Context: an optimization exercise on an open-source flow, tuned for small area and a short achievable clock period. The choices shown serve that exercise and are no tape-out recipe.
Where RTL was checked, it was by simulation tests only, not by an equivalence proof against the original.

## ebd_mfc
module ebd_mfc (
    input  wire        clk,
    input  wire        rst,
    output wire        adc_req,
    output wire [1:0]  adc_ch,
    input  wire        adc_done,
    input  wire [9:0]  adc_data,
    input  wire        btn_a,
    input  wire        btn_b,
    output wire [15:0] duty_out,
    output wire        load_en,
    output wire        fan_en,
    output wire        led,
    output wire        frame_valid,
    input  wire        disp_ack,
    input  wire        host_valid,
    input  wire        host_we,
    input  wire [3:0]  host_addr,
    input  wire [31:0] host_wdata,
    output reg  [31:0] host_rdata
);
clock: 70.0 ns
lec_check: 0
cap_margin: 20
core_margin: 2
core_utilization: 60
place_density: 0.75
slew_margin: 20
standard.sh (not shown) runs the stock make flow with config.mk's settings and CLKGATE_MAP_FILE= SYNTH_SCRIPT=/design/flow/synth_recipe.tcl, a recipe that flattens the netlist after the stock synthesis.
==> flow/flow/run.sh <==
#!/bin/bash
# The standard layout (the standard.sh, standard synthesis unchanged), with
# two changes to how it is made:
#  - the port buffers are buf_2 cells instead of the delay buffer buffer_ports
#    picks by default;
#  - the timing repair steps aim for a setup slack margin, so that they size
#    and buffer the longest paths instead of stopping at the 70 ns period.
# The constraints (constraint.sdc, the 70 ns clock) are the standard flow's, unchanged.
set -euo pipefail
export SETUP_SLACK_MARGIN=54.8
export BUFFER_PORTS_ARGS="-buffer_cell sky130_fd_sc_hd__buf_2"
bash standard.sh > standard.log 2>&1
Then changed:
--- a/flow/design.v
+++ b/flow/design.v
@@ -1003,32 +1003,35 @@
                 case (host_addr)
                     4'h1: target_r <= host_wdata;
                     4'h2: lvcut_r  <= host_wdata;
                     default: ;
                 endcase
             end
         end
     end
     wire [31:0] status = {18'd0, phase, pend_b_r, pend_a_r, last_ok_r, 1'b1,
                           load_en_r, fan_r, hg_r, disp_mode_r, mode_r};
-    wire [15:0] rd_sel = rst ? 16'd0 : (16'd1 << host_addr);
+    wire [15:0] rd_sel = 16'd1 << host_addr;
     wire [31:0] rd_mux = ({32{rd_sel[0]}}  & status)
                        | ({32{rd_sel[1]}}  & target_r)
                        | ({32{rd_sel[2]}}  & lvcut_r)
                        | ({32{rd_sel[3]}}  & {21'd0, duty_r})
                        | ({32{rd_sel[4]}}  & {19'd0, current_r})
                        | ({32{rd_sel[5]}}  & vol_s)
                        | ({32{rd_sel[6]}}  & {{14{power[17]}}, power})
                        | ({32{rd_sel[7]}}  & {28'd0, cursor})
                        | ({32{rd_sel[8]  & ~p0}} & {18'd0, acc0})
                        | ({32{rd_sel[9]  & ~p1}} & {18'd0, acc1})
                        | ({32{rd_sel[10] & ~p2}} & {18'd0, acc2})
                        | ({32{rd_sel[8] & p0 | rd_sel[9] & p1 | rd_sel[10] & p2}}
                           & {18'd0, acc_true});
-    always @(posedge clk)
-        if (rst || (host_valid && !host_we))
+    always @(posedge clk) begin
+        if (rst)
+            host_rdata <= 32'd0;
+        else if (host_valid && !host_we)
             host_rdata <= rd_mux;
+    end
     assign duty_out = {5'd0, duty_r};
     assign load_en  = load_en_r;
     assign fan_en   = fan_r;
     assign led      = 1'b1;
 endmodule
Outcome: Design area is about the same. Worst hold slack improved by 0.043 ns. Via count went up by 1.1%. Routed wire length stays flat. Utilization went up by 0.93 points. Setup slack improved by 0.20 ns. Clock-buffer cell count went up by 2. Register-to-register slack improved by 0.26 ns. Fmax went up by 1.3%.
No functional check of the RTL was part of the first run of this note.

---

Another version of the RTL of ebd_mfc (not shown whole).
Size: about 3300 cells after synthesis, about 610 flip-flops, roughly 36000 um2 of cells after synthesis.
Design ebd_mfc, start of the top module:
module ebd_mfc (
    input  wire        clk,
    input  wire        rst,
    output wire        adc_req,
    output wire [1:0]  adc_ch,
    input  wire        adc_done,
    input  wire [9:0]  adc_data,
    input  wire        btn_a,
    input  wire        btn_b,
    output wire [15:0] duty_out,
    output wire        load_en,
    output wire        fan_en,
    output wire        led,
    output wire        frame_valid,
    input  wire        disp_ack,
    input  wire        host_valid,
    input  wire        host_we,
    input  wire [3:0]  host_addr,
    input  wire [31:0] host_wdata,
    output reg  [31:0] host_rdata
);
    localparam [2:0] PH_DERIVE    = 3'd3;
    localparam [2:0] PH_PROTECT   = 3'd4;
    localparam [2:0] PH_MODE      = 3'd5;
    localparam [2:0] PH_REGULATE  = 3'd6;
    localparam [2:0] PH_HANDOFF   = 3'd7;
    localparam [1:0] M_OFF = 2'd0;
    localparam [1:0] M_ON  = 2'd2;
    localparam [1:0] M_LVC = 2'd3;
    localparam [10:0] DUTY_OFF = 11'd1025;
    localparam [10:0] DUTY_MIN = 11'd300;
    localparam [10:0] DUTY_MAX = 11'd1000;
    reg [2:0]         phase;
  ...
==> module ebd_m12, before the edit <==
module ebd_m12 (h, c, out);
    input wire [9:0] h;
    input wire [9:0] c;
    output wire [9:0] out;
    wire t1 = h[9] ^ h[8];
    wire t2 = h[9] & h[8];
    wire t3 = h[5] ^ h[4];
    wire t4 = h[5] & h[4];
    wire t5 = h[6] ^ h[5] ^ h[3];
    wire t6 = (h[6] & h[5]) | (h[6] & h[3]) | (h[5] & h[3]);
    wire t7 = h[7] ^ h[6] ^ h[4];
    wire t8 = (h[7] & h[6]) | (h[7] & h[4]) | (h[6] & h[4]);
    wire t9 = h[2] ^ h[0];
    wire t10 = h[2] & h[0];
    wire t11 = h[8] ^ h[7] ^ h[5];
    wire t12 = (h[8] & h[7]) | (h[8] & h[5]) | (h[7] & h[5]);
    wire t13 = h[3] ^ h[1] ^ c[8];
    wire t14 = (h[3] & h[1]) | (h[3] & c[8]) | (h[1] & c[8]);
    wire t15 = h[6] ^ h[4] ^ h[2];
    wire t16 = (h[6] & h[4]) | (h[6] & h[2]) | (h[4] & h[2]);
    wire t17 = h[0] ^ c[9] ^ t1;
    wire t18 = (h[0] & c[9]) | (h[0] & t1) | (c[9] & t1);
    wire t19 = h[3] ^ h[2];
    wire t20 = h[3] & h[2];
    wire t21 = h[4] ^ h[3] ^ h[1];
    wire t22 = (h[4] & h[3]) | (h[4] & h[1]) | (h[3] & h[1]);
    wire t23 = h[2] ^ h[0] ^ c[5];
    wire t24 = (h[2] & h[0]) | (h[2] & c[5]) | (h[0] & c[5]);
    wire t25 = h[1] ^ c[6] ^ t5;
    wire t26 = (h[1] & c[6]) | (h[1] & t5) | (c[6] & t5);
    wire t27 = c[7] ^ t7 ^ t9;
    wire t28 = (c[7] & t7) | (c[7] & t9) | (t7 & t9);
    wire t29 = t11 ^ t13 ^ t8;
    wire t30 = (t11 & t13) | (t11 & t8) | (t13 & t8);
    wire t31 = t15 ^ t17 ^ t12;
    wire t32 = (t15 & t17) | (t15 & t12) | (t17 & t12);
    wire t33 = h[1] ^ h[0];
    wire t34 = h[1] & h[0];
    wire t35 = h[2] ^ h[1] ^ c[2];
    wire t36 = (h[2] & h[1]) | (h[2] & c[2]) | (h[1] & c[2]);
    wire t37 = h[0] ^ c[3] ^ t19;
    wire t38 = (h[0] & c[3]) | (h[0] & t19) | (c[3] & t19);
    wire t39 = c[4] ^ t21 ^ t20;
    wire t40 = (c[4] & t21) | (c[4] & t20) | (t21 & t20);
    wire t41 = t3 ^ t23 ^ t22;
    wire t42 = (t3 & t23) | (t3 & t22) | (t23 & t22);
    wire t43 = t4 ^ t25 ^ t24;
    wire t44 = (t4 & t25) | (t4 & t24) | (t25 & t24);
    wire t45 = t6 ^ t27 ^ t26;
    wire t46 = (t6 & t27) | (t6 & t26) | (t27 & t26);
    wire t47 = t10 ^ t29 ^ t28;
    wire t48 = (t10 & t29) | (t10 & t28) | (t29 & t28);
    wire t49 = t14 ^ t31 ^ t30;
    wire t50 = (t14 & t31) | (t14 & t30) | (t31 & t30);
    wire [9:0] ra = {t49, t47, t45, t43, t41, t39, t37, t35, c[1], h[0]};
    wire [9:0] rb = {t48, t46, t44, t42, t40, t38, t36, t34, t33, c[0]};
    wire [9:0] sum = ra + rb;
    assign out = sum[9:0];
endmodule
export LEC_CHECK = 0
export CAP_MARGIN = 20
export CORE_MARGIN = 2
export CORE_UTILIZATION = 40
export SLEW_MARGIN = 20
create_clock -name core_clock -period 70.0 [get_ports {clk}]
==> flow/flow/run.sh <==
#!/bin/bash
# The standard layout (the standard.sh, standard synthesis unchanged), with
# two changes to how it is made:
#  - the port buffers are buf_4 cells instead of the delay buffer buffer_ports
#    picks by default;
#  - the timing repair steps aim for a setup slack margin, so that they size
#    and buffer the longest paths instead of stopping at the 70 ns period.
# The constraints (constraint.sdc, the 70 ns clock) are the standard flow's, unchanged.
set -euo pipefail
export SETUP_SLACK_MARGIN=54.8
export BUFFER_PORTS_ARGS="-buffer_cell sky130_fd_sc_hd__buf_4"
bash standard.sh > standard.log 2>&1
Change:
--- a/flow/design.v
+++ b/flow/design.v
@@ -162,5 +162,27 @@
     wire [9:0] ra = {t49, t47, t45, t43, t41, t39, t37, t35, c[1], h[0]};
     wire [9:0] rb = {t48, t46, t44, t42, t40, t38, t36, t34, t33, c[0]};
-    wire [9:0] sum = ra + rb;
+    wire [9:0] sum;
+    wire [10:0] cy;
+    assign cy[0] = 1'b0;
+    assign sum[0] = ra[0] ^ rb[0] ^ cy[0];
+    assign cy[1] = (ra[0] & rb[0]) | (ra[0] & cy[0]) | (rb[0] & cy[0]);
+    assign sum[1] = ra[1] ^ rb[1] ^ cy[1];
+    assign cy[2] = (ra[1] & rb[1]) | (ra[1] & cy[1]) | (rb[1] & cy[1]);
+    assign sum[2] = ra[2] ^ rb[2] ^ cy[2];
+    assign cy[3] = (ra[2] & rb[2]) | (ra[2] & cy[2]) | (rb[2] & cy[2]);
+    assign sum[3] = ra[3] ^ rb[3] ^ cy[3];
+    assign cy[4] = (ra[3] & rb[3]) | (ra[3] & cy[3]) | (rb[3] & cy[3]);
+    assign sum[4] = ra[4] ^ rb[4] ^ cy[4];
+    assign cy[5] = (ra[4] & rb[4]) | (ra[4] & cy[4]) | (rb[4] & cy[4]);
+    assign sum[5] = ra[5] ^ rb[5] ^ cy[5];
+    assign cy[6] = (ra[5] & rb[5]) | (ra[5] & cy[5]) | (rb[5] & cy[5]);
+    assign sum[6] = ra[6] ^ rb[6] ^ cy[6];
+    assign cy[7] = (ra[6] & rb[6]) | (ra[6] & cy[6]) | (rb[6] & cy[6]);
+    assign sum[7] = ra[7] ^ rb[7] ^ cy[7];
+    assign cy[8] = (ra[7] & rb[7]) | (ra[7] & cy[7]) | (rb[7] & cy[7]);
+    assign sum[8] = ra[8] ^ rb[8] ^ cy[8];
+    assign cy[9] = (ra[8] & rb[8]) | (ra[8] & cy[8]) | (rb[8] & cy[8]);
+    assign sum[9] = ra[9] ^ rb[9] ^ cy[9];
+    assign cy[10] = (ra[9] & rb[9]) | (ra[9] & cy[9]) | (rb[9] & cy[9]);
     assign out = sum[9:0];
 endmodule
=> Routed wire length went down by 2.9%. Setup slack gets better by 7.5 ps. Core utilization is about the same. Worst hold slack is about the same. Clock-buffer cell count is lower by 8. Design area is about the same. Final cell count barely changes. Sequential share of layout area stays flat. Critical path depth does not change. Maximum frequency stays flat. Via count went down by 1.5%.

## what the ideal ports hide
How much do the figures lean on ideal ports? The routed layouts below were timed once more, with nothing changed but the port constraints.
Step 1 (the two cells are an assumption about what drives the block):
set clk [get_ports {clk}]
set_driving_cell -lib_cell sky130_fd_sc_hd__clkbuf_16 $clk
set_driving_cell -lib_cell sky130_fd_sc_hd__buf_2 [delete_from_list [all_inputs] $clk]
Step 2 moves the port delays by t, midway between the first and last clock arrival at a register: inputs arrive t later, outputs are due t later. That takes back most of the time a late clock gives input paths.
Three values: ideal, step 1, step 2; two values: the first two.
run	shift t [ns]	slack for setup (ns)	slew at the worst register clock pin (ns)	worst data-port slew with drivers (ns)
the first run of note 1	0.679	54.614 / 54.553 / 54.029	0.07 / 0.07	0.25
the second run of note 1	0.703	54.817 / 54.749 / 54.174	0.08 / 0.08	0.11
the first run of note 2	0.679	54.814 / 54.750 / 54.139	0.07 / 0.07	0.08
the second run of note 2	0.678	54.822 / 54.757 / 54.190	0.06 / 0.06	0.09
After both steps every run listed still meets setup and hold. For the first run of note 2, which loses most, drivers alone change the setup slack by -0.064 ns; drivers and shift together by -0.675 ns.
